What follows belongs to an exercise in optimizing a design on an open flow for small area; a production flow would make more cautious choices.
Function was checked by simulation only, so behaviour that the tests miss may differ from the original.
The flow treats the clock pin as an ideal source, which a real chip does not have.
Power and IR drop assume default switching activity.

File: flow/run.sh
#!/bin/bash
# Layout flow: the standard ORFS flow (standard.sh), with these changes
# in how the layout is made:
#  * synthesis: the standard synthesis script (synth_recipe.tcl, ORFS
#    synth.tcl) maps the logic with an area-oriented ABC script
#    (flow/abc_area.script) instead of ORFS's delay-oriented one, and lets
#    ABC map adders instead of the platform's adder cells. Registers are
#    mapped exactly as in the standard synthesis.
#  * ports are buffered with sky130_fd_sc_hd__buf_1;
#  * clock tree synthesis uses larger sink clusters and no dummy loads.
# Tool output: flow_synth.log and flow.log here, and ORFS's logs under orfs/logs.
set -euo pipefail
here=$(pwd)
rm -rf "$here/scripts_synth"
cp -r "$FLOW_HOME/scripts" "$here/scripts_synth"
cp "$here/flow/abc_area.script" "$here/scripts_synth/abc_speed.script"
SCRIPTS_DIR="$here/scripts_synth" ADDER_MAP_FILE= bash standard.sh synth > flow_synth.log 2>&1
export BUFFER_PORTS_ARGS="-buffer_cell sky130_fd_sc_hd__buf_1"
export CTS_ARGS="-sink_clustering_enable -repair_clock_nets -sink_clustering_size 30 -sink_clustering_max_diameter 60 -dont_use_dummy_load"
bash standard.sh > flow.log 2>&1
File: design.v
module hn_framer (
    input  wire        clk,
    input  wire        rst,
    input  wire        rx_en,       
    input  wire [7:0]  rx_byte,
    input  wire        clear,       
    input  wire [7:0]  sum,         
    input  wire        set_def,     
    output reg  [4:0]  len,         
    output reg         hdr_ok,      
    output reg         trl_ok,      
    output reg         csum_ok,     
    output reg  [15:0] rtype,       
    output reg         match_p01,   
    output reg         match_p45,   
    output reg         match_grp,   
    output wire        restart,     
    output wire        data_en      
);
    wire [7:0] node  = set_def ? 8'h45 : 8'h05;
    wire [7:0] group = set_def ? 8'h67 : 8'h02;
    reg csum_cur;
    reg m_p0, m_p4;
    assign restart = (rx_byte == 8'hAA) || (len == 5'd0);
    assign data_en = rx_en && !restart && (len >= 5'd5) && (len <= 5'd12);
    wire is_node  = (rx_byte == node);
    wire is_group = (rx_byte == group);
    always @(posedge clk) begin
        if (rst) begin
            len <= 5'd0;
        end else if (clear) begin
            len <= 5'd0;
        end else if (rx_en) begin
            if (restart)
                len <= 5'd1;
            else if (len != 5'd16)
                len <= len + 5'd1;
        end
    end
    always @(posedge clk) begin
        if (rx_en) begin
            trl_ok   <= (rx_byte == 8'hA5);
            csum_cur <= (sum == rx_byte);
            csum_ok  <= csum_cur;
            if (restart) begin
                hdr_ok <= (rx_byte == 8'hAA);
            end else begin
                case (len)
                5'd1: rtype[15:8] <= rx_byte;
                5'd2: rtype[7:0]  <= rx_byte;
                5'd3: m_p0        <= is_node;
                5'd4: match_p01   <= m_p0 && is_group;
                5'd7: m_p4        <= is_node;
                5'd8: begin
                    match_p45 <= m_p4 && is_group;
                    match_grp <= is_group || (rx_byte == 8'h00);
                end
                default: ;
                endcase
            end
        end
    end
endmodule
module hn_membank (
    input  wire       clk,
    input  wire       we,
    input  wire [7:0] wr_data,
    output wire [7:0] rd_data
);
    reg [767:0] ring;
    assign rd_data = ring[7:0];
    always @(posedge clk)
        ring <= {(we ? wr_data : ring[7:0]), ring[767:8]};
endmodule
module hn_core (
    input  wire         clk,
    input  wire         rst,
    input  wire         in_valid,
    input  wire         in_quiet,
    input  wire [7:0]   in_byte,
    output wire         in_ready,
    output wire         out_valid,
    output reg  [7:0]   out_byte,
    input  wire         out_ready,
    output wire         diag_valid,
    output wire [3:0]   diag_code,
    output wire [23:0]  diag_info,
    output wire         fr_rx_en,
    output wire         fr_clear,
    output reg  [7:0]   fr_sum,
    output reg          set_def,
    input  wire [4:0]   fr_len,
    input  wire         fr_hdr_ok,
    input  wire         fr_trl_ok,
    input  wire         fr_csum_ok,
    input  wire [15:0]  rtype,
    input  wire         match_p01,
    input  wire         match_p45,
    input  wire         match_grp,
    input  wire         fr_restart,
    input  wire         fr_data_en,
    output wire         mem_we,
    output wire [7:0]   mem_wr_data,
    input  wire [7:0]   mem_rd_data
);
    localparam [1:0] S_IDLE = 2'd0, S_CHK = 2'd1, S_OP = 2'd2, S_TX = 2'd3;
    localparam [2:0] R_ADDR = 3'd0, R_DATA = 3'd1, R_DEF = 3'd2, R_HW = 3'd3,
                     R_FW = 3'd4, R_SUP = 3'd5, R_DESC = 3'd6;
    reg [1:0]  state;
    reg        init;        
    reg [6:0]  pos;         
    reg        run;         
    reg        ephase;      
    reg [3:0]  j;           
    reg [2:0]  rsrc;        
    reg        rnet;        
    reg        chunk2;      
    reg        pend_valid;
    reg [23:0] pend_addr;
    reg [1:0]  pend_cmd;    
    reg [63:0] dbuf;        
    wire [7:0] dtop = dbuf[63:56];
    wire [7:0] p7   = dbuf[23:16];
    wire [7:0] tap = mem_rd_data;
    assign in_ready = (state == S_IDLE) && !init;
    wire take  = in_valid && in_ready;
    assign fr_rx_en = take && !in_quiet;
    wire disp  = take && in_quiet && (fr_len != 5'd0);
    assign fr_clear = disp;
    wire in_plain   = (pend_addr[23:5] == 19'd0);
    wire in_flash   = (pend_addr[23:6] == 18'h40);
    wire span_ok    = (in_plain && pend_addr[4:0] <= 5'd24) ||
                      (in_flash && pend_addr[5:0] <= 6'd56);
    wire [6:0] base  = in_flash ? {1'b0, pend_addr[5:0]} : {2'b10, pend_addr[4:0]};
    wire [6:0] start = ephase ? {1'b0, pend_addr[5:4], 4'd0} : base;
    wire active = run || (pos == start);
    wire wcmd   = (pend_cmd == 2'd2);
    wire ecmd   = (pend_cmd == 2'd3);
    wire [7:0] thi = rtype[15:8];
    wire [7:0] tlo = rtype[7:0];
    wire h01 = (thi == 8'h01), h02 = (thi == 8'h02), h03 = (thi == 8'h03);
    wire h04 = (thi == 8'h04), h10 = (thi == 8'h10);
    wire l0  = (tlo[3:0] == 4'h0), l1 = (tlo[3:0] == 4'h1);
    wire [3:0] nb = tlo[7:4];
    wire n0 = (nb == 4'h0), n2 = (nb == 4'h2), n7 = (nb == 4'h7);
    wire id_node = (nb == 4'h4) || (nb == 4'h6) || (nb == 4'hC) || (nb == 4'hE);
    wire id_grp  = (nb == 4'h3) || (nb == 4'h5) || (nb == 4'hB) || (nb == 4'hD);
    wire lo00 = n0 && l0, lo01 = n0 && l1;
    wire shape_ok = fr_hdr_ok && fr_trl_ok && (fr_len >= 5'd5);
    wire ok       = shape_ok && fr_csum_ok;
    wire is_net   = (fr_len == 5'd15);
    wire len5     = (fr_len == 5'd5);
    wire len13    = (fr_len == 5'd13);
    wire cmd_ok   = (p7[7:2] == 6'd0) && (p7[1:0] != 2'd0);
    wire t_addr   = h03 && (lo00 || lo01);
    wire t_known  = (h01 && lo00) || (h02 && lo00) || t_addr || (h04 && (lo00 || lo01)) ||
                    (h10 && (l0 || l1) && (id_node || id_grp || n7));
    wire n_unh    = (h01 && lo00) || (h02 && lo00 && match_p01);
    wire n_field  = t_addr && !cmd_ok;
    wire n_data   = h04 && lo00 && match_p01;
    wire n_id     = h10 && l0 && ((id_node && match_p45) || (id_grp && match_grp));
    wire s_id     = h10 && l0 && id_node;
    wire s_un5    = (h10 && l0 && (n0 || n2)) || (h02 && lo00);
    wire s_un13   = h10 && l1 && id_node;
    wire s_known  = s_id || s_un5 || s_un13;
    wire s_badlen = ((s_id || s_un5) && !len5) || (s_un13 && !len13);
    wire okn = ok && is_net;
    wire oks = ok && !is_net;
    wire c_inv   = !shape_ok || (oks && s_badlen);
    wire c_csum  = shape_ok && !fr_csum_ok;
    wire c_unk   = (okn && !t_known) || (oks && !s_known);
    wire c_field = okn && n_field;
    wire c_unh   = (okn && n_unh) || (oks && !s_badlen && (s_un5 || s_un13));
    wire c_nop   = okn && n_data && !pend_valid;
    wire c_oor   = okn && n_data && pend_valid && !span_ok;
    wire c_ens   = okn && n_data && pend_valid && span_ok && ecmd && !in_flash;
    wire d_op    = okn && n_data && pend_valid && span_ok && !(ecmd && !in_flash);
    wire d_addr  = okn && h03 && lo00 && cmd_ok && match_p01;
    wire d_id    = (okn && n_id) || (oks && s_id && len5);
    wire d_def   = okn && h10 && n7 && l0 && match_p45;
    wire d_diag  = c_inv || c_csum || c_unk || c_field || c_unh || c_nop || c_oor || c_ens;
    wire chk     = (state == S_CHK);
    wire chk_on  = chk && active;
    wire chk_bad = chk_on && ((dtop & ~tap) != 8'd0);
    wire op_on   = (state == S_OP) && active;
    wire op_wr   = op_on && (ephase || wcmd);
    assign mem_we      = init || op_wr;
    assign mem_wr_data = (init || ephase) ? 8'hFF : dtop;
    assign diag_valid = (disp && d_diag) || chk_bad;
    wire sel_t  = !chk && (c_unk || c_field || c_unh);
    wire sel_p7 = !chk && c_field;
    wire sel_a  = !chk && (c_oor || c_ens);
    assign diag_code[0] = !chk && (c_inv || c_unk || c_unh || c_oor || c_ens);
    assign diag_code[1] = !chk && (c_csum || c_unk || c_nop || c_oor);
    assign diag_code[2] = !chk && (c_field || c_unh || c_nop || c_oor);
    assign diag_code[3] = chk || c_ens;
    assign diag_info[23:16] = ({8{sel_p7}} & p7) | ({8{sel_a}} & pend_addr[23:16]);
    assign diag_info[15:13] = ({3{sel_t}} & rtype[15:13]) | ({3{sel_a}} & pend_addr[15:13]);
    assign diag_info[12]    = (sel_t & rtype[12]) | (sel_a & pend_addr[12]) | chk;
    assign diag_info[11:6]  = ({6{sel_t}} & rtype[11:6]) | ({6{sel_a}} & pend_addr[11:6]);
    assign diag_info[5:0]   = ({6{sel_t}} & rtype[5:0]) | ({6{sel_a}} & pend_addr[5:0]) |
                              ({6{chk}} & pos[5:0]);
    wire take_o = (state == S_TX) && out_ready;
    reg [7:0] rom;
    always @(*) begin
        rom = 8'hFF;
        case (rsrc)
        R_HW:
            case (j)
            4'd5: rom = 8'h30; 4'd6: rom = 8'h00; 4'd7: rom = 8'h03; 4'd8: rom = 8'hFF;
            4'd9: rom = 8'h01; 4'd10: rom = 8'h23; 4'd11: rom = 8'h45; default: rom = 8'h67;
            endcase
        R_FW:
            case (j)
            4'd5: rom = 8'h30; 4'd6: rom = 8'h00; 4'd7: rom = 8'h03;
            4'd8: rom = rnet ? 8'h66 : 8'h40;
            4'd9: rom = 8'h01;
            4'd10: rom = rnet ? 8'h02 : 8'h05;
            4'd11: rom = 8'h03; default: rom = 8'h04;
            endcase
        R_SUP:
            case (j)
            4'd5: rom = 8'h5D; 4'd6: rom = 8'h2C; 4'd7: rom = 8'h0A; 4'd8: rom = 8'h3F;
            default: rom = 8'hFF;
            endcase
        R_DESC:
            if (rnet)
                case ({chunk2, j})
                5'd5: rom = "R"; 5'd6: rom = "e"; 5'd7: rom = "l"; 5'd8: rom = "a";
                5'd9: rom = "y";
                default: rom = 8'h00;
                endcase
            else
                case ({chunk2, j})
                5'd5: rom = "U"; 5'd6: rom = "A"; 5'd7: rom = "R"; 5'd8: rom = "T";
                5'd9: rom = " "; 5'd10: rom = "g"; 5'd11: rom = "a"; 5'd12: rom = "t";
                5'd21: rom = "e"; 5'd22: rom = "w"; 5'd23: rom = "a"; 5'd24: rom = "y";
                5'd25: rom = " "; 5'd26: rom = "1";
                default: rom = 8'h00;
                endcase
        default: rom = 8'hFF;
        endcase
    end
    wire use_d = (rsrc == R_DATA) ||
                 ((rsrc == R_ADDR) && (j == 4'd5 || j == 4'd6 || j == 4'd7 || j == 4'd10));
    always @(*) begin
        case (j)
        4'd0:    out_byte = 8'hAA;
        4'd1:    out_byte = rtype[15:8];
        4'd2:    out_byte = rtype[7:0] | 8'h01;
        4'd3:    out_byte = set_def ? 8'h45 : 8'h05;
        4'd4:    out_byte = set_def ? 8'h67 : 8'h02;
        4'd13:   out_byte = fr_sum;
        4'd14:   out_byte = 8'hA5;
        default: out_byte = use_d ? dtop : rom;
        endcase
    end
    assign out_valid = (state == S_TX);
    wire in_data = (j >= 4'd5) && (j <= 4'd12);
    wire dshift = fr_data_en || (chk_on && !chk_bad) || (op_on && !ephase) ||
                  (take_o && in_data);
    wire [7:0] dnew = (state == S_IDLE) ? in_byte :
                      (state == S_OP && !wcmd) ? tap : dtop;
    always @(posedge clk)
        if (dshift)
            dbuf <= {dbuf[55:0], dnew};
    wire [7:0] addend = (state == S_IDLE) ? in_byte : out_byte;
    wire       s_clr  = (state == S_IDLE) ? fr_restart : (j == 4'd0);
    always @(posedge clk)
        if (fr_rx_en || take_o)
            fr_sum <= s_clr ? 8'd0 : fr_sum + addend;
    always @(posedge clk) begin
        if (rst) begin
            state      <= S_IDLE;
            init       <= 1'b1;
            pos        <= 7'd0;
            run        <= 1'b0;
            set_def    <= 1'b0;
            pend_valid <= 1'b0;
            chunk2     <= 1'b0;
        end else begin
            pos <= (pos == 7'd95) ? 7'd0 : pos + 7'd1;
            if (pos == 7'd95)
                init <= 1'b0;
            case (state)
            S_IDLE: begin
                j      <= 4'd0;
                run    <= 1'b0;
                chunk2 <= 1'b0;
                if (disp) begin
                    rnet   <= is_net;
                    ephase <= ecmd;
                    if (d_addr) begin
                        pend_valid <= 1'b1;
                        pend_addr  <= dbuf[63:40];
                        pend_cmd   <= p7[1:0];
                        rsrc       <= R_ADDR;
                        state      <= S_TX;
                    end
                    if (d_op) begin
                        rsrc  <= R_DATA;
                        state <= (wcmd && in_flash) ? S_CHK : S_OP;
                    end
                    if (d_id) begin
                        rsrc  <= (nb == 4'h4 || nb == 4'h3) ? R_HW :
                                 (nb == 4'h6 || nb == 4'h5) ? R_FW :
                                 (nb == 4'hC || nb == 4'hB) ? R_SUP : R_DESC;
                        state <= S_TX;
                    end
                    if (d_def) begin
                        set_def <= 1'b1;
                        rsrc    <= R_DEF;
                        state   <= S_TX;
                    end
                end
            end
            S_CHK: begin
                if (active) begin
                    run <= 1'b1;
                    j   <= j + 4'd1;
                    if (chk_bad)
                        state <= S_IDLE;
                    else if (j == 4'd7) begin
                        run   <= 1'b0;
                        j     <= 4'd0;
                        state <= S_OP;
                    end
                end
            end
            S_OP: begin
                if (active) begin
                    run <= 1'b1;
                    j   <= j + 4'd1;
                    if (ephase) begin
                        if (j == 4'd15) begin
                            ephase <= 1'b0;
                            run    <= 1'b0;
                        end
                    end else if (j == 4'd7) begin
                        run   <= 1'b0;
                        j     <= 4'd0;
                        state <= S_TX;
                    end
                end
            end
            S_TX: begin
                if (out_ready) begin
                    j <= (j == 4'd2 && !rnet) ? 4'd5 : j + 4'd1;
                    if (j == 4'd14) begin
                        j <= 4'd0;
                        if (rsrc == R_DESC && !chunk2)
                            chunk2 <= 1'b1;
                        else
                            state <= S_IDLE;
                    end
                end
            end
            endcase
        end
    end
endmodule
module hapcan_node (
    input  wire        clk,
    input  wire        rst,
    input  wire        in_valid,
    input  wire        in_quiet,
    input  wire [7:0]  in_byte,
    output wire        in_ready,
    output wire        out_valid,
    output wire [7:0]  out_byte,
    input  wire        out_ready,
    output wire        diag_valid,
    output wire [3:0]  diag_code,
    output wire [23:0] diag_info
);
    wire        fr_rx_en, fr_clear, set_def;
    wire [7:0]  fr_sum;
    wire [4:0]  fr_len;
    wire        fr_hdr_ok, fr_trl_ok, fr_csum_ok;
    wire [15:0] rtype;
    wire        match_p01, match_p45, match_grp;
    wire        fr_restart, fr_data_en;
    wire        mem_we;
    wire [7:0]  mem_wr_data, mem_rd_data;
    hn_framer u_framer (
        .clk       (clk),
        .rst       (rst),
        .rx_en     (fr_rx_en),
        .rx_byte   (in_byte),
        .clear     (fr_clear),
        .sum       (fr_sum),
        .set_def   (set_def),
        .len       (fr_len),
        .hdr_ok    (fr_hdr_ok),
        .trl_ok    (fr_trl_ok),
        .csum_ok   (fr_csum_ok),
        .rtype     (rtype),
        .match_p01 (match_p01),
        .match_p45 (match_p45),
        .match_grp (match_grp),
        .restart   (fr_restart),
        .data_en   (fr_data_en)
    );
    hn_membank u_mem (
        .clk     (clk),
        .we      (mem_we),
        .wr_data (mem_wr_data),
        .rd_data (mem_rd_data)
    );
    hn_core u_core (
        .clk         (clk),
        .rst         (rst),
        .in_valid    (in_valid),
        .in_quiet    (in_quiet),
        .in_byte     (in_byte),
        .in_ready    (in_ready),
        .out_valid   (out_valid),
        .out_byte    (out_byte),
        .out_ready   (out_ready),
        .diag_valid  (diag_valid),
        .diag_code   (diag_code),
        .diag_info   (diag_info),
        .fr_rx_en    (fr_rx_en),
        .fr_clear    (fr_clear),
        .fr_sum      (fr_sum),
        .set_def     (set_def),
        .fr_len      (fr_len),
        .fr_hdr_ok   (fr_hdr_ok),
        .fr_trl_ok   (fr_trl_ok),
        .fr_csum_ok  (fr_csum_ok),
        .rtype       (rtype),
        .match_p01   (match_p01),
        .match_p45   (match_p45),
        .match_grp   (match_grp),
        .fr_restart  (fr_restart),
        .fr_data_en  (fr_data_en),
        .mem_we      (mem_we),
        .mem_wr_data (mem_wr_data),
        .mem_rd_data (mem_rd_data)
    );
endmodule
File: config.mk
export PLATFORM = sky130hd
export DESIGN_NAME = hapcan_node
export DESIGN_NICKNAME = hapcan_node
export VERILOG_FILES = /design/flow/design.v
export SDC_FILE = /design/flow/constraint.sdc
export NUM_CORES = 4
export LEC_CHECK = 0
export CAP_MARGIN = 20
export CORE_MARGIN = 2
export CORE_UTILIZATION = 55
export PLACE_DENSITY = 0.7
export SLEW_MARGIN = 20
File: flow/abc_area.script
strash
&get -n
&deepsyn -T 60
&put
&get -n
&dch -f
&nf
&put
File: constraint.sdc
create_clock -name core_clock -period 15.0 [get_ports {clk}]
set_input_delay 3.0000 -clock core_clock [delete_from_list [all_inputs] [get_ports {clk}]]
set_output_delay 3.0000 -clock core_clock [all_outputs]
set_load 0.01 [all_outputs]
File: standard.sh
#!/bin/bash
# synth_recipe.tcl (not shown) runs the flow's synth.tcl, then flattens the netlist and writes it again
# the make line also repeats each setting of config.mk as NAME=value (left out here)
make -C /OpenROAD-flow-scripts/flow DESIGN_CONFIG=/design/flow/config.mk WORK_HOME=/design/flow/orfs CLKGATE_MAP_FILE= SYNTH_SCRIPT=/design/flow/synth_recipe.tcl "${@:-finish}"
==> results of run 1 <==
critical path: stages, from the launching register on:
cell      delay, ns
dfxtp_1        0.53
nand2_1        0.08
nor2_1         0.18
nand3_1        0.18
clkinv_1       0.17
nand2_1        0.09
nor3_1         0.32
nand2b_1       0.14
nor3_1         0.75
nand2b_1       0.56
a22oi_1        0.14
nand2_1        0.11
buf_1          0.18
routing by layer:
| layer | part of all wire [%] | up-vias |
|---|---|---|
| met1 | 49 | 5164 |
| met4 | 3.3 | 0 |
| met2 | 42 | 337 |
| met3 | 6.3 | 89 |
| li1 | - | 5238 |
| met5 | 0 | - |
layout make-up:
class	count	area [um^2]
multi-input cells	522	3090
clock buffers	45	1130
well taps	532	666
fillers	3066	15900
inverters	28	105
repair buffers	61	267
flip-flops and latches	919	19700
per-stage QoR:
step / util, % / hold slack (ns)
finish: 61.0 / 0.272
global route: 61.0 / 0.278
CTS: 61.0 / 0.273
detailed placement: 58.3 / 0.312
global placement: 58.3 / 0.310
floorplan: - / 0.310
flip-flops by register name, summed over array words and instances (netlist names), 3 cells and up:
signal / flops
u_framer.rtype: 16
u_core.fr_sum: 8
u_core.j: 4
u_core.pos: 7
u_mem.ring: 768
u_core.pend_addr: 24
u_core.dbuf: 64
u_core.rsrc: 3
u_framer.len: 5
cell usage in the layout, fill, tap and decap left out, types with 4 or more instances in the layout:
cell / instances
dfxtp_1: 787
edfxtp_1: 132
nand2_1: 83
nor2_1: 72
buf_1: 51
clkbuf_16: 45
a21oi_1: 40
nor3_1: 36
clkinv_1: 28
o21ai_0: 21
nand3_1: 18
a22o_1: 18
xnor2_1: 17
nand2b_1: 14
nor2b_1: 12
and2_0: 12
nor4_1: 11
or3_1: 10
a31oi_1: 10
a22oi_1: 10
buf_4: 10
and3_1: 9
nand4_1: 8
o21a_1: 8
o22a_1: 8
or2_0: 7
xor2_1: 7
o211ai_1: 7
o221ai_1: 7
o22ai_1: 7
a221o_1: 6
a221oi_1: 6
a21boi_0: 4
a211oi_1: 4
o31ai_1: 4
cell families after synthesis:
group | after synthesis
flops | 919
simple gates | 309
compound gates | 185
buf+inv | 28
xor+xnor | 24
mux | 2
fa+ha+maj | 2
final timing paths:
path / depth (start not counted) / startpoint / slack (ns) / end
worst max-delay path: 12 / u_framer.len[2]$_SDFFE_PP0P_ / 8.06 / diag_info[3]
worst max register to register: 12 / u_core.j[3]$_DFFE_PP_ / 10.25 / u_core.fr_sum[7]$_SDFFCE_PP0P_
worst min register to register: 0 / u_mem.ring[207]$_DFF_P_ / 0.27 / u_mem.ring[199]$_DFF_P_
worst min-delay path: 0 / u_mem.ring[207]$_DFF_P_ / 0.27 / u_mem.ring[199]$_DFF_P_
power by group:
| group | leakage [nW] | total [mW] | switching, mW | internal [mW] |
|---|---|---|---|---|
| Clock | 0.555 | 1.21 | 0.670 | 0.536 |
| Sequential | 7.57 | 2.49 | 0.00204 | 2.49 |
| Combinational | 1.18 | 0.0296 | 0.0204 | 0.00926 |
==> results.cfg, run 1 <==
[run_status]
outcome = timing/DRC/antenna clean

[final_layout]
drive_gt1_share_pct = 3.68
syn2layout_area_growth_pct = 9.05
fin_area_um2 = 25000
nNetsFinal = 1590
antennaDiodeCount = 0
stdcell_count = 2107

[synthesis]
synth.area.mux_share_pct = 0.0929
synth_cell_types = 58
synth_compound_area_share_pct = 5.75
async_flop_share_pct = 0
synth_top_area_share_pct = 68.8
yosysTopAreaCell = dfxtp_1
syn_nets = 1482
synth-main-ff-cell = dfxtp_1
ys_top_cells_by_count = dfxtp_1 (787), edfxtp_1 (132), nand2_1 (83), nor2_1 (72), a21oi_1 (40)
synth.avg_cell_area_um2 = 15.6
yosys_warnings = 3
ys_seq_area_share_pct = 86.1
synth_adder_area_share_pct = 0.0874
yosys-top-cells-area = dfxtp_1 (69%), edfxtp_1 (17%), nand2_1 (1.4%)
yosysMostFrequentCell = dfxtp_1
synth_top_family_by_area = simple AND/OR/NAND/NOR gates
postSynthCellCount = 1469
syn_area_um2 = 22900
synth_simple_gate_area_share_pct = 6.60
synth_edf_count = 132
ys_seq_elements = 919
synth-xor-area-share_pct = 0.918

[routing]
wirelength_mm = 36.7
vias = 10828
ant_nets = 0
drt_iter0_markers = 974
dr.pass1.iters = 5
drc = 0
routedWlPerCell_um = 17.4
vias_per_cell = 5.14

[clocking]
hold_buffers = 0
cts_buffer_depth = 3
path_clk_slew_ns = 0.10
cts.sinks = 919
cts_tree = built
post_cts_resized = 0
worstSkewPairLatency_ns = 0.59
cts_setup_buffers = 0
h-tree-depth = 2
cts_made_buffers = 45
cts_root_buffer = clkbuf_16

[grt]
antenna_found_initial = 0
gr-max-usage-layer = met1
grt_pass1_wl_mm = 57.8
use_met2_pct = 24.1
grt_pass1_vias = 10241
grt_max_degree = 65
grt_usage_pct = 16.9
gr-total-overflow = 0
met1_usage_pct = 25.6
use_met3_pct = 3.11

[timing]
hold_viol_final = 0
period_share_pct = 46.3
setup-tns-final_ns = 0
setup_viol = 0
fin_ws_ns = 8.06
rsz0062_at_grt = false
max-slew-margin-rel_pct = 35.1
drv_slew = 0
finalCriticalPeriod_ns = 6.94
timing.fmax_mhz = 144
clock_skew_ns = 0.0782
tightest_slew_ns = 0.967

[pwr]
power_density_nw_per_um2 = 149
peakVddDrop_mv = 0.125
power_mw = 3.73
power_leakage_nw = 9.30

[die]
die_x_um = 208
core_area_um2 = 40900
io_pins = 52
std_cell_rows = 74
start_util_pct = 56.0
fp.dieH_um = 208
dieArea_um2 = 43300

[place]
numPlacedInstances = 2062
gp_congestion = 0.967
dpl.hpwl_mm = 23.0
place_ws_ns = 8.08
placedInstanceArea_um2 = 23800
port_buffers = 51

[worst_setup_path]
required_ns = 12.00
cp-start-kind = flop
cp_data_arrival_time_ns = 3.94
worstSetupEndpointType = output port
cp_max_fo = 15
worstSetupPathType = reg -> out

[min_path]
hold_class = reg -> reg

[job]
cap_violations = 0
==> inputs of run 2 (changes only) <==
--- a/flow/run.sh
+++ b/flow/run.sh
@@ -18,3 +18,3 @@
 export BUFFER_PORTS_ARGS="-buffer_cell sky130_fd_sc_hd__buf_1"
-export CTS_ARGS="-sink_clustering_enable -repair_clock_nets -sink_clustering_size 30 -sink_clustering_max_diameter 60 -dont_use_dummy_load"
+export CTS_ARGS="-sink_clustering_enable -repair_clock_nets -sink_clustering_size 34 -sink_clustering_max_diameter 70 -dont_use_dummy_load"
 bash standard.sh > flow.log 2>&1
==> run 2 against run 1 <==
Compared with the run above:
- synthesized cell count stayed put
- critical endpoint is now diag_valid
- non-clock buffer count stayed put
- via count is 0.42% lower
- register-to-register slack worse by 0.04 ns
- sequential cell count stayed put
- clock power is 7% lower
- highest routed layer unchanged
- cell count is 0.28% lower
- largest cell class unchanged
==> results.cfg, run 2 <==
[die]
core_area_um2 = 40900
fp.dieH_um = 208
io_pins = 52
dieArea_um2 = 43300
std_cell_rows = 74
die_x_um = 208
start_util_pct = 56.0

[synthesis]
yosysTopAreaCell = dfxtp_1
ys_top_cells_by_count = dfxtp_1 (787), edfxtp_1 (132), nand2_1 (83), nor2_1 (72), a21oi_1 (40)
yosys-top-cells-area = dfxtp_1 (69%), edfxtp_1 (17%), nand2_1 (1.4%)
yosys_warnings = 3
synth_cell_types = 58
ys_seq_elements = 919
syn_area_um2 = 22900
postSynthCellCount = 1469
synth-main-ff-cell = dfxtp_1
synth.avg_cell_area_um2 = 15.6
async_flop_share_pct = 0
ys_seq_area_share_pct = 86.1
syn_nets = 1482
yosysMostFrequentCell = dfxtp_1
synth_top_area_share_pct = 68.8
synth_edf_count = 132

[clocking]
cts_buffer_depth = 3
cts_made_buffers = 39
h-tree-depth = 2
path_clk_slew_ns = 0.11
cts_tree = built
hold_buffers = 0
post_cts_resized = 0
cts_root_buffer = clkbuf_16
worstSkewPairLatency_ns = 0.58
cts_setup_buffers = 0
cts.sinks = 919

[routing]
routedWlPerCell_um = 17.5
ant_nets = 0
wirelength_mm = 36.8
drc = 0
vias = 10783
drt_iter0_markers = 951
dr.pass1.iters = 5
vias_per_cell = 5.13

[final_layout]
regMostFlops = u_mem.ring
drive_gt1_share_pct = 3.31
fin_area_um2 = 24800
nNetsFinal = 1584
final_common_cell = dfxtp_1
largestRegisters = u_mem.ring: 768 flops, u_core.dbuf: 64 flops, u_core.pend_addr: 24 flops
final_cell_mix = dfxtp_1 (787), edfxtp_1 (132), nand2_1 (83), nor2_1 (72), buf_1 (51)
largest_reg_flops = 768
antennaDiodeCount = 0
syn2layout_area_growth_pct = 8.40

[place]
port_buffers = 51
gp_congestion = 0.967
placedInstanceArea_um2 = 23800
dpl.hpwl_mm = 23.0

[worst_setup_path]
cp_data_arrival_time_ns = 3.96
cp_slowest_stage_delay_ns = 0.28
crit_chain = buf_1 > and2_0 > nand3_1 > o21ai_0 > buf_1
required_ns = 12.00
crit_buf_inv = 2
cp-start-kind = input port
cp_max_fo = 7
crit_top_cell = buf_1
crit_family = simple AND/OR/NAND/NOR gates
crit_path_top_delay_cell = nand3_1
reg2reg_depth = 13
worstSetupPathType = in -> out
crit_cells = 5
worstSetupEndpointType = output port

[timing]
tightest_slew_ns = 0.986
max-slew-margin-rel_pct = 33.7
period_share_pct = 46.4
setup_viol = 0
rsz0062_at_grt = false
setup-tns-final_ns = 0
drv_slew = 0
hold_ws_ns = 0.292
clock_skew_ns = 0.0708
timing.fmax_mhz = 144
finalCriticalPeriod_ns = 6.96
hold_viol_final = 0

[run_status]
outcome = timing/DRC/antenna clean

[grt]
antenna_found_initial = 0
grt_pass1_wl_mm = 57.8
grt_usage_pct = 16.9
gr-total-overflow = 0
grt_max_degree = 65
grt_pass1_vias = 10258

[pwr]
power_leakage_nw = 9.23
peakVddDrop_mv = 0.112
power_mw = 3.65
power_density_nw_per_um2 = 147

[job]
cap_violations = 0

[min_path]
hold_depth = 0
hold_class = reg -> reg
==> run 2: changes by cell type in the layout (fill, tap and decap cells not counted) <==
cell	previous run	this run
clkbuf_16	45	39
==> run 2: final cells by class <==
type | instances | area [um^2]
Multi-Input combinational cell | 522 | 3090
Sequential cell | 919 | 19700
Timing Repair Buffer | 61 | 267
Inverter | 28 | 105
Clock buffer | 39 | 976
Tap cell | 532 | 666
Fill cell | 3089 | 16100
==> run 2: per-layer routing <==
layer | part of all wire [%] | GRT usage (%) | vias up
li1 | - | - | 5230
met1 | 49 | 25.6 | 5151
met2 | 42 | 24.0 | 311
met3 | 6.0 | 2.97 | 91
met4 | 3.5 | 7.21 | 0
met5 | 0 | 0 | -
==> run 2: stage by stage <==
step	utilization, %	worst slack (ns)	instances
floorplan	-	8.34	1469
global placement	58.3	8.14	2062
detailed placement	58.3	8.08	2062
CTS	60.7	8.05	2101
global route	60.7	7.66	2101
finish	60.7	8.04	2101
==> run 2: cell families after synthesis <==
family                     synth area share, %
DFF                                       86.1
and+or+nand+nor                           6.60
AOI/OAI and AO/OA                         5.75
buffers and inverters                    0.459
xor gates and xnor gates                 0.918
muxes                                   0.0929
adders and majority gates               0.0874
==> run 2: final timing paths <==
| kind | startpoint | end | slack (ns) |
|---|---|---|---|
| max | in_valid | diag_valid | 8.04 |
| max reg2reg | u_core.j[3]$_DFFE_PP_ | u_core.fr_sum[7]$_SDFFCE_PP0P_ | 10.21 |
| min | u_mem.ring[717]$_DFF_P_ | u_mem.ring[709]$_DFF_P_ | 0.29 |
| min reg2reg | u_mem.ring[717]$_DFF_P_ | u_mem.ring[709]$_DFF_P_ | 0.29 |
==> run 2: where the power goes <==
group | leakage, nW | total (mW) | switching [mW] | internal [mW]
Sequential | 7.57 | 2.49 | 0.00205 | 2.49
Clock | 0.481 | 1.13 | 0.661 | 0.469
Combinational | 1.18 | 0.0296 | 0.0203 | 0.00925
==> run 2: worst register-to-register path, delay by kind of cell, from the launching register on <==
family                   cells  cell delay, ns
adder cells (fa/ha/maj)      1            0.46
AO/OA/AOI/OAI                8            1.80
AND/OR/NAND/NOR              4            1.37
flip-flops                   1            0.86
==> inputs of run 3 (changes only) <==
--- a/design.v
+++ b/design.v
@@ -82,3 +82,3 @@
     output wire         out_valid,
-    output reg  [7:0]   out_byte,
+    output wire [7:0]   out_byte,
     input  wire         out_ready,
@@ -105,6 +105,7 @@
 );
-    localparam [1:0] S_IDLE = 2'd0, S_CHK = 2'd1, S_OP = 2'd2, S_TX = 2'd3;
+    localparam [2:0] S_IDLE = 3'd0, S_CHK = 3'd1, S_OP = 3'd2, S_TX = 3'd3,
+                     S_DISP = 3'd4, S_LOADA = 3'd5;
     localparam [2:0] R_ADDR = 3'd0, R_DATA = 3'd1, R_DEF = 3'd2, R_HW = 3'd3,
                      R_FW = 3'd4, R_SUP = 3'd5, R_DESC = 3'd6;
-    reg [1:0]  state;
+    reg [2:0]  state;
     reg        init;        
@@ -120,11 +121,12 @@
     reg [1:0]  pend_cmd;    
-    reg [63:0] dbuf;        
-    wire [7:0] dtop = dbuf[63:56];
-    wire [7:0] p7   = dbuf[23:16];
+    reg [63:0] dring;       
+    wire [7:0] dtap = dring[7:0];
+    wire [7:0] p7   = dring[47:40];     
+    reg [7:0]  hreg;        
+    reg        hv;          
     wire [7:0] tap = mem_rd_data;
-    assign in_ready = (state == S_IDLE) && !init;
+    assign in_ready = (state == S_IDLE) && !init && !hv;
     wire take  = in_valid && in_ready;
     assign fr_rx_en = take && !in_quiet;
-    wire disp  = take && in_quiet && (fr_len != 5'd0);
-    assign fr_clear = disp;
+    wire quiet = take && in_quiet && (fr_len != 5'd0);
     wire in_plain   = (pend_addr[23:5] == 19'd0);
@@ -138,2 +140,7 @@
     wire ecmd   = (pend_cmd == 2'd3);
+    wire q_align = (pos[2:0] == base[2:0]);
+    wire [2:0] aoff  = (state == S_IDLE) ? fr_len[2:0] + 3'd2 : j[2:0] + 3'd3;
+    wire d_align = (pos[2:0] == base[2:0] + aoff);
+    wire disp = (state == S_DISP) && q_align;
+    assign fr_clear = disp;
     wire [7:0] thi = rtype[15:8];
@@ -183,3 +190,3 @@
     wire chk_on  = chk && active;
-    wire chk_bad = chk_on && ((dtop & ~tap) != 8'd0);
+    wire chk_bad = chk_on && ((dtap & ~tap) != 8'd0);
     wire op_on   = (state == S_OP) && active;
@@ -187,3 +194,3 @@
     assign mem_we      = init || op_wr;
-    assign mem_wr_data = (init || ephase) ? 8'hFF : dtop;
+    assign mem_wr_data = (init || ephase) ? 8'hFF : dtap;
     assign diag_valid = (disp && d_diag) || chk_bad;
@@ -202,3 +209,3 @@
                               ({6{chk}} & pos[5:0]);
-    wire take_o = (state == S_TX) && out_ready;
+    wire in_data = (j >= 4'd5) && (j <= 4'd12);
     reg [7:0] rom;
@@ -245,28 +252,40 @@
                  ((rsrc == R_ADDR) && (j == 4'd5 || j == 4'd6 || j == 4'd7 || j == 4'd10));
+    reg [7:0] tx_byte;
     always @(*) begin
         case (j)
-        4'd0:    out_byte = 8'hAA;
-        4'd1:    out_byte = rtype[15:8];
-        4'd2:    out_byte = rtype[7:0] | 8'h01;
-        4'd3:    out_byte = set_def ? 8'h45 : 8'h05;
-        4'd4:    out_byte = set_def ? 8'h67 : 8'h02;
-        4'd13:   out_byte = fr_sum;
-        4'd14:   out_byte = 8'hA5;
-        default: out_byte = use_d ? dtop : rom;
+        4'd0:    tx_byte = 8'hAA;
+        4'd1:    tx_byte = rtype[15:8];
+        4'd2:    tx_byte = rtype[7:0] | 8'h01;
+        4'd3:    tx_byte = set_def ? 8'h45 : 8'h05;
+        4'd4:    tx_byte = set_def ? 8'h67 : 8'h02;
+        4'd13:   tx_byte = fr_sum;
+        4'd14:   tx_byte = 8'hA5;
+        default: tx_byte = use_d ? dtap : rom;
         endcase
     end
-    assign out_valid = (state == S_TX);
-    wire in_data = (j >= 4'd5) && (j <= 4'd12);
-    wire dshift = fr_data_en || (chk_on && !chk_bad) || (op_on && !ephase) ||
-                  (take_o && in_data);
-    wire [7:0] dnew = (state == S_IDLE) ? in_byte :
-                      (state == S_OP && !wcmd) ? tap : dtop;
+    wire tx    = (state == S_TX);
+    wire tx_ld = tx && (j != 4'd15) && (!hv || out_ready) && (!(use_d && in_data) || d_align);
+    assign out_valid = tx && hv;
+    assign out_byte  = hreg;
+    wire [7:0] hnew = (state == S_IDLE) ? in_byte : tx_byte;
+    wire h_in  = fr_data_en;                                   
+    wire h_out = (state == S_IDLE) && hv && d_align;           
+    always @(posedge clk) begin
+        if (rst)
+            hv <= 1'b0;
+        else if (h_in || tx_ld)
+            hv <= 1'b1;
+        else if (h_out || (tx && out_ready))
+            hv <= 1'b0;
+    end
     always @(posedge clk)
-        if (dshift)
-            dbuf <= {dbuf[55:0], dnew};
-    wire [7:0] addend = (state == S_IDLE) ? in_byte : out_byte;
+        if (h_in || tx_ld)
+            hreg <= hnew;
+    wire dr_cap = op_on && !ephase && !wcmd;                   
+    always @(posedge clk)
+        dring <= {(h_out ? hreg : dr_cap ? tap : dtap), dring[63:8]};
     wire       s_clr  = (state == S_IDLE) ? fr_restart : (j == 4'd0);
     always @(posedge clk)
-        if (fr_rx_en || take_o)
-            fr_sum <= s_clr ? 8'd0 : fr_sum + addend;
+        if (fr_rx_en || tx_ld)
+            fr_sum <= s_clr ? 8'd0 : fr_sum + hnew;
     always @(posedge clk) begin
@@ -280,2 +299,3 @@
             chunk2     <= 1'b0;
+            pend_addr[2:0] <= 3'd0;
         end else begin
@@ -289,3 +309,8 @@
                 chunk2 <= 1'b0;
+                if (quiet)
+                    state <= S_DISP;
+            end
+            S_DISP: begin
                 if (disp) begin
+                    state  <= S_IDLE;
                     rnet   <= is_net;
@@ -293,5 +318,2 @@
                     if (d_addr) begin
-                        pend_valid <= 1'b1;
-                        pend_addr  <= dbuf[63:40];
-                        pend_cmd   <= p7[1:0];
                         rsrc       <= R_ADDR;
@@ -346,13 +368,23 @@
             S_TX: begin
-                if (out_ready) begin
+                if (tx_ld) begin
                     j <= (j == 4'd2 && !rnet) ? 4'd5 : j + 4'd1;
                     if (j == 4'd14) begin
-                        j <= 4'd0;
-                        if (rsrc == R_DESC && !chunk2)
+                        if (rsrc == R_DESC && !chunk2) begin
+                            j      <= 4'd0;
                             chunk2 <= 1'b1;
-                        else
-                            state <= S_IDLE;
+                        end
                     end
                 end
+                if (j == 4'd15 && (!hv || out_ready))
+                    state <= (rsrc == R_ADDR) ? S_LOADA : S_IDLE;
+            end
+            S_LOADA: begin
+                if (q_align) begin
+                    pend_valid <= 1'b1;
+                    pend_addr  <= {dring[7:0], dring[15:8], dring[23:16]};
+                    pend_cmd   <= p7[1:0];
+                    state      <= S_IDLE;
+                end
             end
+            default: state <= S_IDLE;
             endcase
==> run 3 against run 2 <==
Compared with the run above:
- still clean
- via count grew 1.7%
- sequential cell count increased by 10
- hold slack worse by 0.010 ns
- clock skew rose by 0.020 ns
- cell count increased by 1.2%
- synthesized cell count grew 1.8%
- global-route usage is 1.5 points higher
- non-clock buffer count shrank 2
- die area down 1.3%
- register-to-register slack worse by 1.3 ns
- core utilization decreased by 0.56 points
- critical path type is now reg -> out
==> results.cfg, run 3 <==
[timing]
timing.fmax_mhz = 140
clock_skew_ns = 0.0909
fin_ws_ns = 7.86
tightest_slew_ns = 1.10
drv_slew = 0
period_share_pct = 47.6
setup-tns-final_ns = 0
hold_viol_final = 0
max-slew-margin-rel_pct = 26.5
finalCriticalPeriod_ns = 7.14
rsz0062_at_grt = false
setup_viol = 0

[grt]
grt_max_degree = 35
gr-total-overflow = 0
grt_pass1_wl_mm = 59.6
grt_pass1_vias = 10358
antenna_found_initial = 0
grt_usage_pct = 18.4

[synthesis]
synth_edf_count = 73
synth.avg_cell_area_um2 = 15.1
ys_top_cells_by_count = dfxtp_1 (856), nor2_1 (96), edfxtp_1 (73), nand2_1 (67), a21oi_1 (37)
synth_simple_gate_area_share_pct = 6.14
synth-main-ff-cell = dfxtp_1
synth_cell_types = 56
yosys_warnings = 3
synth_top_family_by_area = compound AO/OA/AOI/OAI gates
synth-xor-area-share_pct = 1.32
yosysMostFrequentCell = dfxtp_1
yosys-top-cells-area = dfxtp_1 (76%), edfxtp_1 (9.7%), nor2_1 (1.6%)
async_flop_share_pct = 0
synth_compound_area_share_pct = 6.24
synth.area.mux_share_pct = 0.183
synth_adder_area_share_pct = 0.177
synth_top_area_share_pct = 75.8
yosysTopAreaCell = dfxtp_1
syn_area_um2 = 22600
syn_nets = 1509
ys_seq_area_share_pct = 85.5
ys_seq_elements = 929
postSynthCellCount = 1496

[pwr]
peakVddDrop_mv = 0.129
power_density_nw_per_um2 = 166
comb_power_share_pct = 8.2
power_mw = 4.06
switchingPower_uw = 936
swShare_pct = 23.0
seqPwrFrac_pct = 64.1
power_leakage_nw = 9.19
clock_power_share_pct = 27.7
p_int_mw = 3.13

[clocking]
worstSkewPairLatency_ns = 0.60
cts_made_buffers = 38
cts_tree = built
path_clk_slew_ns = 0.11
hold_buffers = 0
cts_root_buffer = clkbuf_16
cts_setup_buffers = 0
cts_buffer_depth = 3
post_cts_resized = 0
h-tree-depth = 2
cts.sinks = 929

[min_path]
min_to = u_mem.ring[24]$_DFF_P_
min_from = u_mem.ring[32]$_DFF_P_
hold_class = reg -> reg
hold_depth = 0

[routing]
vias_per_cell = 5.16
drc = 0
drt_iter0_markers = 969
dr.pass1.iters = 5
vias = 10969
ant_nets = 0
wirelength_mm = 38.6
routedWlPerCell_um = 18.1

[place]
placedInstanceArea_um2 = 23500
gp_congestion = 0.940
place_ws_ns = 8.61
numPlacedInstances = 2087
dpl.hpwl_mm = 25.0
port_buffers = 51

[final_layout]
fin_area_um2 = 24500
drive_gt1_share_pct = 2.95
regMostFlops = u_mem.ring
syn2layout_area_growth_pct = 8.28
fillers = 3081
largestRegisters = u_mem.ring: 768 flops, u_core.dring: 64 flops, u_core.pend_addr: 24 flops
final_cell_mix = dfxtp_1 (856), nor2_1 (95), edfxtp_1 (73), nand2_1 (67), buf_1 (51)
final_common_cell = dfxtp_1
stdcell_count = 2126
nNetsFinal = 1608
largest_reg_flops = 768

[worst_setup_path]
worstSetupPathType = reg -> out
reg2reg_depth = 15
r2r-start = u_core.j[2]$_DFFE_PP_
required_ns = 12.00
r2r_slack_ns = 8.90
cp_max_fo = 14
cp_data_arrival_time_ns = 4.14
worstSetupEndpointType = output port
cp-start-kind = flop
worstReg2RegEnd = u_core.fr_sum[7]$_SDFFCE_PP0P_

[die]
io_pins = 52
std_cell_rows = 74
dieArea_um2 = 42700
die_x_um = 207
start_util_pct = 55.5
fp.dieH_um = 207
core_area_um2 = 40700

[run_status]
outcome = timing/DRC/antenna clean

[job]
cap_violations = 0
-- run 3: cell count changes in the layout (fill, tap and decap cells not counted), moves of 6 or more --
cell      change
o22ai_1      +13
nor2_1       +23
or3_1         -6
a221o_1       -6
dfxtp_1      +69
edfxtp_1     -59
nand2_1      -16
o21ai_0      +10
-- run 3: worst max-delay path, cell delays in order (launching register included) --
cell	delay, ns
dfxtp_1	0.56
or2_0	0.29
nand2_1	0.15
a21oi_1	0.37
nand2_1	0.09
nor2_1	0.24
nand3_1	0.16
nor2_1	0.21
nand3_1	0.20
nor2_1	0.87
a22oi_1	0.19
nand2_1	0.13
buf_1	0.15
-- run 3: stage by stage --
stage                     hold WS (ns)  util, %
after floorplan                  0.310        -
after global placement           0.310     57.8
after detailed placement         0.312     57.8
after CTS                        0.262     60.1
after global routing             0.263     60.1
final                            0.282     60.1
-- run 3: worst max path at each step --
stage	slack (ns)	endpoint	cells past startpoint	startpoint
floorplan	9.24	u_core.fr_sum[7]$_SDFFCE_PP0P_	9	in_byte[0]
global placement	8.87	diag_info[1]	10	u_framer.rtype[1]$_DFFE_PP_
detailed placement	8.61	diag_info[3]	12	u_framer.len[0]$_SDFFE_PP0P_
CTS	7.99	diag_info[3]	12	u_framer.len[0]$_SDFFE_PP0P_
global route	7.55	diag_info[2]	12	u_framer.len[0]$_SDFFE_PP0P_
finish	7.86	diag_info[3]	12	u_framer.len[0]$_SDFFE_PP0P_
-- run 3: routing by layer --
layer | share of wire [%] | routed length (um) | track usage (%) | vias up
met2 | 42 | 16000 | 26.7 | 352
met4 | 3.6 | 1380 | 7.62 | 0
li1 | - | - | - | 5271
met1 | 49 | 18700 | 27.4 | 5272
met3 | 6.3 | 2450 | 3.39 | 74
met5 | 0 | 0 | 0 | -
-- run 3: cell type report --
class                   count  area [um^2]  share of cell area [%]
flip-flops and latches    929        19300                    78.9
multi-input cells         539         3180                    13.0
clock buffers              38          951                    3.88
well taps                 532          666                    2.72
repair buffers             59          251                    1.03
inverters                  28          105                   0.429
diodes                      1         2.50                  0.0102
-- run 3: kinds of logic (layout without fill, tap and decap cells) --
family                   count (synthesis)  after routing
other                                    0              1
multiplexers                             4              4
buffers and inverters                   28            125
AND/OR/NAND/NOR                        294            294
flip-flops                             929            929
AO/OA/AOI/OAI                          203            203
adder cells (fa/ha/maj)                  4              4
XOR/XNOR                                34             34
-- run 3: power by group through the flow --
stage	clock, mW	combinational [mW]	sequential, mW
floorplan	0	0.235	2.63
global placement	0	0.322	2.66
detailed placement	0	0.323	2.66
CTS	1.16	0.326	2.60
global route	1.24	0.364	2.61
finish	1.13	0.333	2.60
==> inputs of run 4 (changes only) <==
--- a/flow/run.sh
+++ b/flow/run.sh
@@ -9,6 +9,6 @@
 #  * ports are buffered with sky130_fd_sc_hd__buf_1;
-#  * clock tree synthesis uses larger sink clusters and no dummy loads.
-# Tool output: flow_synth.log and flow.log here, and ORFS's logs under orfs/logs.
 set -euo pipefail
 here=$(pwd)
+res="$here/orfs/results/$FLOW_PLATFORM/hapcan_node/base"
+
 rm -rf "$here/scripts_synth"
@@ -17,4 +17,30 @@
 SCRIPTS_DIR="$here/scripts_synth" ADDER_MAP_FILE= bash standard.sh synth > flow_synth.log 2>&1
+
 export BUFFER_PORTS_ARGS="-buffer_cell sky130_fd_sc_hd__buf_1"
-export CTS_ARGS="-sink_clustering_enable -repair_clock_nets -sink_clustering_size 34 -sink_clustering_max_diameter 70 -dont_use_dummy_load"
+big="-sink_clustering_enable -repair_clock_nets -dont_use_dummy_load -sink_clustering_size 32 -sink_clustering_max_diameter 100 -root_buf sky130_fd_sc_hd__clkbuf_8 -tree_buf sky130_fd_sc_hd__clkbuf_4"
+small="-sink_clustering_enable -repair_clock_nets -dont_use_dummy_load -sink_clustering_size 30 -sink_clustering_max_diameter 60"
+
+slew() {  # $1 odb, $2 sdc, $3 mode, $4 log
+  SC_ODB="$1" SC_SDC="$2" SC_MODE="$3" openroad -no_init -exit "$here/flow/slewcheck.tcl" > "$4" 2>&1 || true
+  sed -n 's/^SLEWCHECK //p' "$4" | tail -1
+}
+
+export CTS_ARGS="$big"
+bash standard.sh cts > flow_cts.log 2>&1
+s=$(slew "$res/4_cts.odb" "$res/4_cts.sdc" est flow_slew_cts.log)
+echo "estimated clock pin slew after CTS: ${s:-none} ps" > flow_decisions.log
+if [[ -z "$s" || "$s" -gt 118 ]]; then
+  echo "redo CTS with smaller clusters" >> flow_decisions.log
+  export CTS_ARGS="$small"
+  bash standard.sh clean_cts cts > flow_cts2.log 2>&1
+fi
+
 bash standard.sh > flow.log 2>&1
+s=$(slew "$res/6_final.odb" "$res/6_final.sdc" rcx flow_slew_final.log)
+echo "extracted clock pin slew after routing: ${s:-none} ps" >> flow_decisions.log
+if [[ "$CTS_ARGS" != "$small" && ( -z "$s" || "$s" -gt 124 ) ]]; then
+  echo "redo CTS and the later steps with smaller clusters" >> flow_decisions.log
+  export CTS_ARGS="$small"
+  bash standard.sh clean_finish clean_route clean_cts > flow_clean.log 2>&1
+  bash standard.sh > flow2.log 2>&1
+fi
==> flow/slewcheck.tcl (new file) <==
set P $::env(FLOW_HOME)/platforms/$::env(FLOW_PLATFORM)
read_db $::env(SC_ODB)
read_liberty $P/lib/sky130_fd_sc_hd__tt_025C_1v80.lib
read_sdc $::env(SC_SDC)
source $P/setRC.tcl
if {$::env(SC_MODE) eq "rcx"} {
  define_process_corner -ext_model_index 0 X
  extract_parasitics -ext_model_file $P/rcx_patterns.rules
  write_spef slewcheck.spef
  read_spef slewcheck.spef
} else {
  estimate_parasitics -placement
}
set_propagated_clock [all_clocks]
set mx 0
foreach pin [all_registers -clock_pins -edge_triggered] {
  foreach e {rise fall} {
    foreach a {min max} {
      set s [expr {[sta::time_ui_sta [get_property $pin slew_${a}_$e]] * 1e12}]
      if {$s > $mx} { set mx $s }
    }
  }
}
puts "SLEWCHECK [expr {int(ceil($mx))}]"
==> run 4 against run 3 <==
Compared with the run above:
- fmax is 0.67% lower
- combinational power is essentially flat
- synthesized cell count did not move
- core utilization down 0.32 points
- cell count decreased by 0.14%
- clock power shrank 8%
- worst setup slack worse by 0.048 ns
- die area did not move
- sequential share of layout area up 0.43 points
- critical endpoint unchanged
- highest routed layer unchanged
==> results.cfg, run 4 <==
[timing]
period_share_pct = 47.9
clock_skew_ns = 0.0389
max-slew-margin-rel_pct = 26.8
hold_viol_final = 0
setup_viol = 0
drv_slew = 0
rsz0062_at_grt = false
tightest_slew_ns = 1.09
finalCriticalPeriod_ns = 7.19
timing.fmax_mhz = 139
setup-tns-final_ns = 0

[worst_setup_path]
r2r_slack_ns = 8.96
cp_data_arrival_time_ns = 4.19
cp-start-kind = flop
required_ns = 12.00
critPathLaunch = u_framer.len[0]$_SDFFE_PP0P_
reg2reg_depth = 15
worstSetupPathType = reg -> out
worstSetupEndpointType = output port
r2r-start = u_core.j[2]$_DFFE_PP_
cp_slowest_stage_delay_ns = 0.86
crit_path_top_delay_cell = nor2_1
crit_chain = or2_0 > nand2_1 > a21oi_1 > nand2_1 > nor2_1 > nand3_1 > nor2_1 > nand3_1 > nor2_1 > a22oi_1 > nand2_1 > buf_1
cp_max_fo = 14

[pwr]
switchingPower_uw = 917
power_density_nw_per_um2 = 163
peakVddDrop_mv = 0.123
clock_power_share_pct = 26.2
p_int_mw = 3.06
seqPwrFrac_pct = 65.5
comb_power_share_pct = 8.3
power_mw = 3.98
swShare_pct = 23.0
power_leakage_nw = 9.13

[synthesis]
yosysTopAreaCell = dfxtp_1
synth_edf_count = 73
synth_cell_types = 56
yosys-top-cells-area = dfxtp_1 (76%), edfxtp_1 (9.7%), nor2_1 (1.6%)
synth.area.mux_share_pct = 0.183
postSynthCellCount = 1496
yosys_warnings = 3
synth_simple_gate_area_share_pct = 6.14
synth-main-ff-cell = dfxtp_1
synth.avg_cell_area_um2 = 15.1
synth_top_family_by_area = compound AO/OA/AOI/OAI gates
syn_area_um2 = 22600
synth_adder_area_share_pct = 0.177
yosysMostFrequentCell = dfxtp_1
synth-xor-area-share_pct = 1.32
ys_top_cells_by_count = dfxtp_1 (856), nor2_1 (96), edfxtp_1 (73), nand2_1 (67), a21oi_1 (37)
synth_top_area_share_pct = 75.8
async_flop_share_pct = 0
ys_seq_elements = 929
synth_compound_area_share_pct = 6.24
ys_seq_area_share_pct = 85.5
syn_nets = 1509

[grt]
gr-total-overflow = 0
grt_usage_pct = 18.1
grt_pass1_wl_mm = 59.2
antenna_found_initial = 0
grt_max_degree = 33
grt_pass1_vias = 10314

[routing]
routedWlPerCell_um = 18.1
dr.pass1.iters = 5
vias = 10874
drc = 0
wirelength_mm = 38.3
drt_iter0_markers = 916
vias_per_cell = 5.12
ant_nets = 0

[die]
dieArea_um2 = 42700
std_cell_rows = 74
start_util_pct = 55.5
io_pins = 52
die_x_um = 207
core_area_um2 = 40700
fp.dieH_um = 207

[clocking]
cts_tree = built
path_clk_slew_ns = 0.12
post_cts_resized = 0
cts_buffer_depth = 3
cts.sinks = 929
cts_setup_buffers = 0
hold_buffers = 0
h-tree-depth = 2
worstSkewPairLatency_ns = 0.62
cts_root_buffer = clkbuf_8
cts_made_buffers = 35

[final_layout]
drive_gt1_share_pct = 2.77
fin_area_um2 = 24400
multi_input_comb_area_um2 = 3180
largest_reg_flops = 768
nNetsFinal = 1605
regMostFlops = u_mem.ring
fillers = 3089
final_common_cell = dfxtp_1
largestRegisters = u_mem.ring: 768 flops, u_core.dring: 64 flops, u_core.pend_addr: 24 flops
seq_area_um2 = 19300
final_cell_mix = dfxtp_1 (856), nor2_1 (95), edfxtp_1 (73), nand2_1 (67), buf_1 (51)
syn2layout_area_growth_pct = 7.70

[place]
dpl.hpwl_mm = 25.0
gp_congestion = 0.940
placedInstanceArea_um2 = 23500
port_buffers = 51

[run_status]
outcome = timing/DRC/antenna clean

[job]
cap_violations = 0

[min_path]
min_from = u_mem.ring[618]$_DFF_P_
hold_depth = 0
hold_class = reg -> reg
==> run 4: cell counts after synthesis <==
No cell type changed its count.
==> run 4: metal layers <==
layer  track usage [%]  share of wire [%]  up-vias  routed length, um
met1              27.1                 50     5264              19000
li1                  -                  -     5254                  -
met4              6.03                3.0        0               1160
met5                 0                  0        -                  0
met2              26.7                 42      286              15900
met3              3.44                5.9       70               2260
==> run 4: logic make-up (layout without fill, tap and decap cells) <==
| group | count (synthesis) | after routing |
|---|---|---|
| mux | 4 | 4 |
| other cells | 0 | 1 |
| xor+xnor | 34 | 34 |
| fa+ha+maj | 4 | 4 |
| buf+inv | 28 | 122 |
| compound gates | 203 | 203 |
| flops | 929 | 929 |
| simple gates | 294 | 294 |
==> run 4: area by class of cell <==
type	instances	area share (%)
diodes	1	0.0103
flip-flops and latches	929	79.4
well taps	532	2.73
repair buffers	59	1.03
multi-input cells	539	13.1
clock buffers	35	3.37
inverters	28	0.432
==> run 4: path summary, 6_finish.rpt <==
kind	endpoint
max	diag_info[3]
min	u_mem.ring[610]$_DFF_P_
max reg2reg	u_core.fr_sum[7]$_SDFFCE_PP0P_
min reg2reg	u_mem.ring[610]$_DFF_P_
==> run 4: worst max-delay path, delay by kind of cell (launching register included) <==
kind,cells,cell delay [ns]
AO/OA/AOI/OAI,2,0.55
buffers and inverters,1,0.15
flip-flops,1,0.58
AND/OR/NAND/NOR,9,2.31
==> run 4: power groups by stage <==
stage               clock network (mW)  registers [mW]  logic [mW]
floorplan                            0            2.63       0.235
global placement                     0            2.66       0.322
detailed placement                   0            2.66       0.323
CTS                               1.07            2.60       0.326
global route                      1.15            2.61       0.363
finish                            1.04            2.60       0.332
==> run 4: through the flow <==
| step | hold WS, ns | instances | setup slack, ns | util [%] |
|---|---|---|---|---|
| final | 0.321 | 2123 | 7.81 | 59.8 |
| after global routing | 0.326 | 2122 | 7.48 | 59.8 |
| after CTS | 0.321 | 2122 | 7.92 | 59.8 |
| after floorplan | 0.310 | 1496 | 9.24 | - |
| after detailed placement | 0.312 | 2087 | 8.61 | 57.8 |
| after global placement | 0.310 | 2087 | 8.87 | 57.8 |
==> inputs of run 5 (changes only) <==
--- a/flow/run.sh
+++ b/flow/run.sh
@@ -40,3 +40,3 @@
 echo "extracted clock pin slew after routing: ${s:-none} ps" >> flow_decisions.log
-if [[ "$CTS_ARGS" != "$small" && ( -z "$s" || "$s" -gt 124 ) ]]; then
+if [[ "$CTS_ARGS" != "$small" && ( -z "$s" || "$s" -gt 122 ) ]]; then
   echo "redo CTS and the later steps with smaller clusters" >> flow_decisions.log
--- a/config.mk
+++ b/config.mk
@@ -10,2 +10,3 @@
 export CORE_UTILIZATION = 55
+export GPL_TIMING_DRIVEN = 0
 export PLACE_DENSITY = 0.7
==> run 5 against run 4 <==
Compared with the run above:
- still clean on timing, DRC and antenna
- core utilization up 0.59 points
- clock power up 14%
- sequential cell count unchanged
- critical path depth unchanged
- cell count about the same
- first-iteration DRC count down 12%
- clock-buffer cell count up 8
- combinational power about the same
- wire length down 0.53%
- power up 3.6%
- synthesized area unchanged
- critical path type unchanged
- highest routed layer unchanged
==> results.cfg, run 5 <==
[run_status]
outcome = timing/DRC/antenna clean

[min_path]
hold_class = reg -> reg

[worst_setup_path]
worstSetupEndpointType = output port
cp_data_arrival_time_ns = 4.15
critPathCapture = diag_info[3]
worstReg2RegEnd = u_core.fr_sum[7]$_SDFFCE_PP0P_
required_ns = 12.00
crit_cells = 12
cp_slowest_stage_delay_ns = 0.88
critPathLaunch = u_framer.len[1]$_SDFFE_PP0P_
reg2reg_depth = 15
crit_chain = or2_0 > nand2_1 > a21oi_1 > nand2_1 > nor2_1 > nand3_1 > nor2_1 > nand3_1 > nor2_1 > a22oi_1 > nand2_1 > buf_1
crit_buf_inv = 1
crit_family = simple AND/OR/NAND/NOR gates
worstSetupPathType = reg -> out
cp_max_fo = 14
r2r_slack_ns = 9.23
r2r-start = u_core.j[2]$_DFFE_PP_
cp-start-kind = flop
crit_path_top_delay_cell = nor2_1

[timing]
finalCriticalPeriod_ns = 7.15
timing.fmax_mhz = 140
tightest_slew_ns = 1.13
setup-tns-final_ns = 0
clock_skew_ns = 0.0882
period_share_pct = 47.6
drv_slew = 0
max-slew-margin-rel_pct = 24.4
rsz0062_at_grt = false
setup_viol = 0
hold_viol_final = 0

[synthesis]
yosys_warnings = 3
yosys-top-cells-area = dfxtp_1 (76%), edfxtp_1 (9.7%), nor2_1 (1.6%)
ys_top_cells_by_count = dfxtp_1 (856), nor2_1 (96), edfxtp_1 (73), nand2_1 (67), a21oi_1 (37)
synth_cell_types = 56
synth_edf_count = 73
async_flop_share_pct = 0
synth-main-ff-cell = dfxtp_1
syn_area_um2 = 22600
ys_seq_elements = 929
yosysTopAreaCell = dfxtp_1
yosysMostFrequentCell = dfxtp_1
syn_nets = 1509
postSynthCellCount = 1496
synth_top_area_share_pct = 75.8
synth.avg_cell_area_um2 = 15.1
ys_seq_area_share_pct = 85.5

[routing]
routedWlPerCell_um = 18.0
vias_per_cell = 5.10
dr.pass1.iters = 5
drc = 0
drt_iter0_markers = 803
wirelength_mm = 38.1
vias = 10834
ant_nets = 0

[pwr]
peakVddDrop_mv = 0.132
power_density_nw_per_um2 = 168
power_leakage_nw = 9.24

[clocking]
hold_buffers = 0
cts_buffer_depth = 3
cts_root_buffer = clkbuf_16
cts_tree = built
worstSkewPairLatency_ns = 0.60
cts.sinks = 929
cts_made_buffers = 43
post_cts_resized = 0
path_clk_slew_ns = 0.10
h-tree-depth = 2
cts_setup_buffers = 0

[final_layout]
final_cell_mix = dfxtp_1 (856), nor2_1 (95), edfxtp_1 (73), nand2_1 (67), buf_1 (50)
antennaDiodeCount = 0
fin_area_um2 = 24600
largest_reg_flops = 768
stdcell_count = 2124
fillers = 3077
nNetsFinal = 1607
drive_gt1_share_pct = 3.20
syn2layout_area_growth_pct = 8.76
regMostFlops = u_mem.ring
final_common_cell = dfxtp_1
largestRegisters = u_mem.ring: 768 flops, u_core.dring: 64 flops, u_core.pend_addr: 24 flops

[die]
dieArea_um2 = 42700
start_util_pct = 55.5
core_area_um2 = 40700
fp.dieH_um = 207
std_cell_rows = 74
die_x_um = 207
io_pins = 52

[grt]
grt_max_degree = 31
gr-total-overflow = 0
grt_pass1_wl_mm = 59.9
grt_pass1_vias = 10760
antenna_found_initial = 0
grt_usage_pct = 18.4

[job]
cap_violations = 0

[place]
dpl.hpwl_mm = 24.0
placedInstanceArea_um2 = 23500
port_buffers = 51
gp_congestion = 0.896
numPlacedInstances = 2081
## run 5: cell counts after synthesis
No cell type changed its count.
## run 5: layout make-up
class | instances | area [um^2] | area share (%)
tap | 532 | 666 | 2.71
clock buffer | 43 | 1080 | 4.38
timing repair buffer | 53 | 211 | 0.860
sequential | 929 | 19300 | 78.6
multi-input combinational | 539 | 3210 | 13.0
inverter | 28 | 105 | 0.427
## run 5: power by group
part / internal (mW) / leakage (nW) / total [mW] / switching, mW
combinational: 0.121 / 1.11 / 0.329 / 0.208
sequential: 2.55 / 7.59 / 2.60 / 0.0518
clock: 0.514 / 0.530 / 1.19 / 0.679
total: 3.18 / 9.24 / 4.12 / 0.939
## run 5: how the worst min path moves through the flow
stage                              from                  endpoint  slack, ns  cells past startpoint
2_1_floorplan  u_core.dring[24]$_DFF_P_  u_core.dring[16]$_DFF_P_       0.31                      0
3_3_place_gp   u_core.dring[37]$_DFF_P_  u_core.dring[29]$_DFF_P_       0.31                      0
3_5_place_dp    u_mem.ring[179]$_DFF_P_   u_mem.ring[171]$_DFF_P_       0.31                      0
4_1_cts          u_mem.ring[16]$_DFF_P_     u_mem.ring[8]$_DFF_P_       0.27                      0
5_1_grt          u_mem.ring[16]$_DFF_P_     u_mem.ring[8]$_DFF_P_       0.27                      0
6_report         u_mem.ring[16]$_DFF_P_     u_mem.ring[8]$_DFF_P_       0.27                      0
## run 5: worst reg2reg max path, stage by stage (launching register included)
cell      delay [ns]
edfxtp_1        0.86
or2_0           0.44
o221ai_1        0.32
nor3_1          0.45
a22oi_1         0.18
o21ai_0         0.55
a31oi_1         0.19
a21oi_1         0.17
clkinv_1        0.16
maj3_1          0.41
maj3_1          0.41
maj3_1          0.40
maj3_1          0.42
a221oi_1        0.32
o21ai_0         0.11
nor3b_1         0.14
## run 5: per-layer routing
metal | vias to the layer above | global-route usage [%] | routed length, um
met3 | 86 | 3.97 | 2440
met5 | - | 0 | 0
met4 | 0 | 7.73 | 1290
met2 | 282 | 27.2 | 16100
li1 | 5269 | - | -
met1 | 5197 | 26.5 | 18300
## run 5: kinds of logic after synthesis
kind of cell / share of synthesized area (%)
adder cells (fa/ha/maj): 0.177
AO/OA/AOI/OAI: 6.24
flip-flops: 85.5
multiplexers: 0.183
XOR/XNOR: 1.32
buffers and inverters: 0.465
AND/OR/NAND/NOR: 6.14
## run 5: metrics by stage
stage / total power, mW / hold WS [ns] / setup WS, ns / util [%]
after floorplan: 2.87 / 0.310 / 9.24 / -
after global placement: 2.97 / 0.311 / 8.60 / 57.6
after detailed placement: 2.98 / 0.312 / 8.52 / 57.7
after CTS: 4.15 / 0.272 / 7.96 / 60.4
after global routing: 4.28 / 0.271 / 7.48 / 60.4
final: 4.12 / 0.274 / 7.85 / 60.4

-- afterwards: timing with drivers on the ports --
How much do the figures lean on ideal ports? The routed layouts below were timed once more, with nothing changed but the port constraints. Step 1, drivers: a clkbuf_16 drives clk and a buf_2 each remaining input, both assumed. Step 2 moves the port delays by t, midway between the first and last clock arrival at a register: inputs arrive t later, outputs are due t later. That takes back most of the time a late clock gives input paths. Three values: no drivers, after step 1, after step 2; two values: the first two.
run	shift t [ns]	setup slack, ns	worst slew at a driven data input, ns
run 1	0.605	8.056 / 8.003 / 8.066	0.03
run 2	0.601	8.039 / 7.994 / 8.017	0.03
run 3	0.608	7.858 / 7.805 / 8.413	0.07
run 4	0.647	7.809 / 7.761 / 8.408	0.07
run 5	0.611	7.853 / 7.799 / 8.410	0.05
After both steps every run listed still meets setup and hold. The setup slack of run 2, which loses most, moves by -0.045 ns with the drivers and by -0.022 ns with both steps.
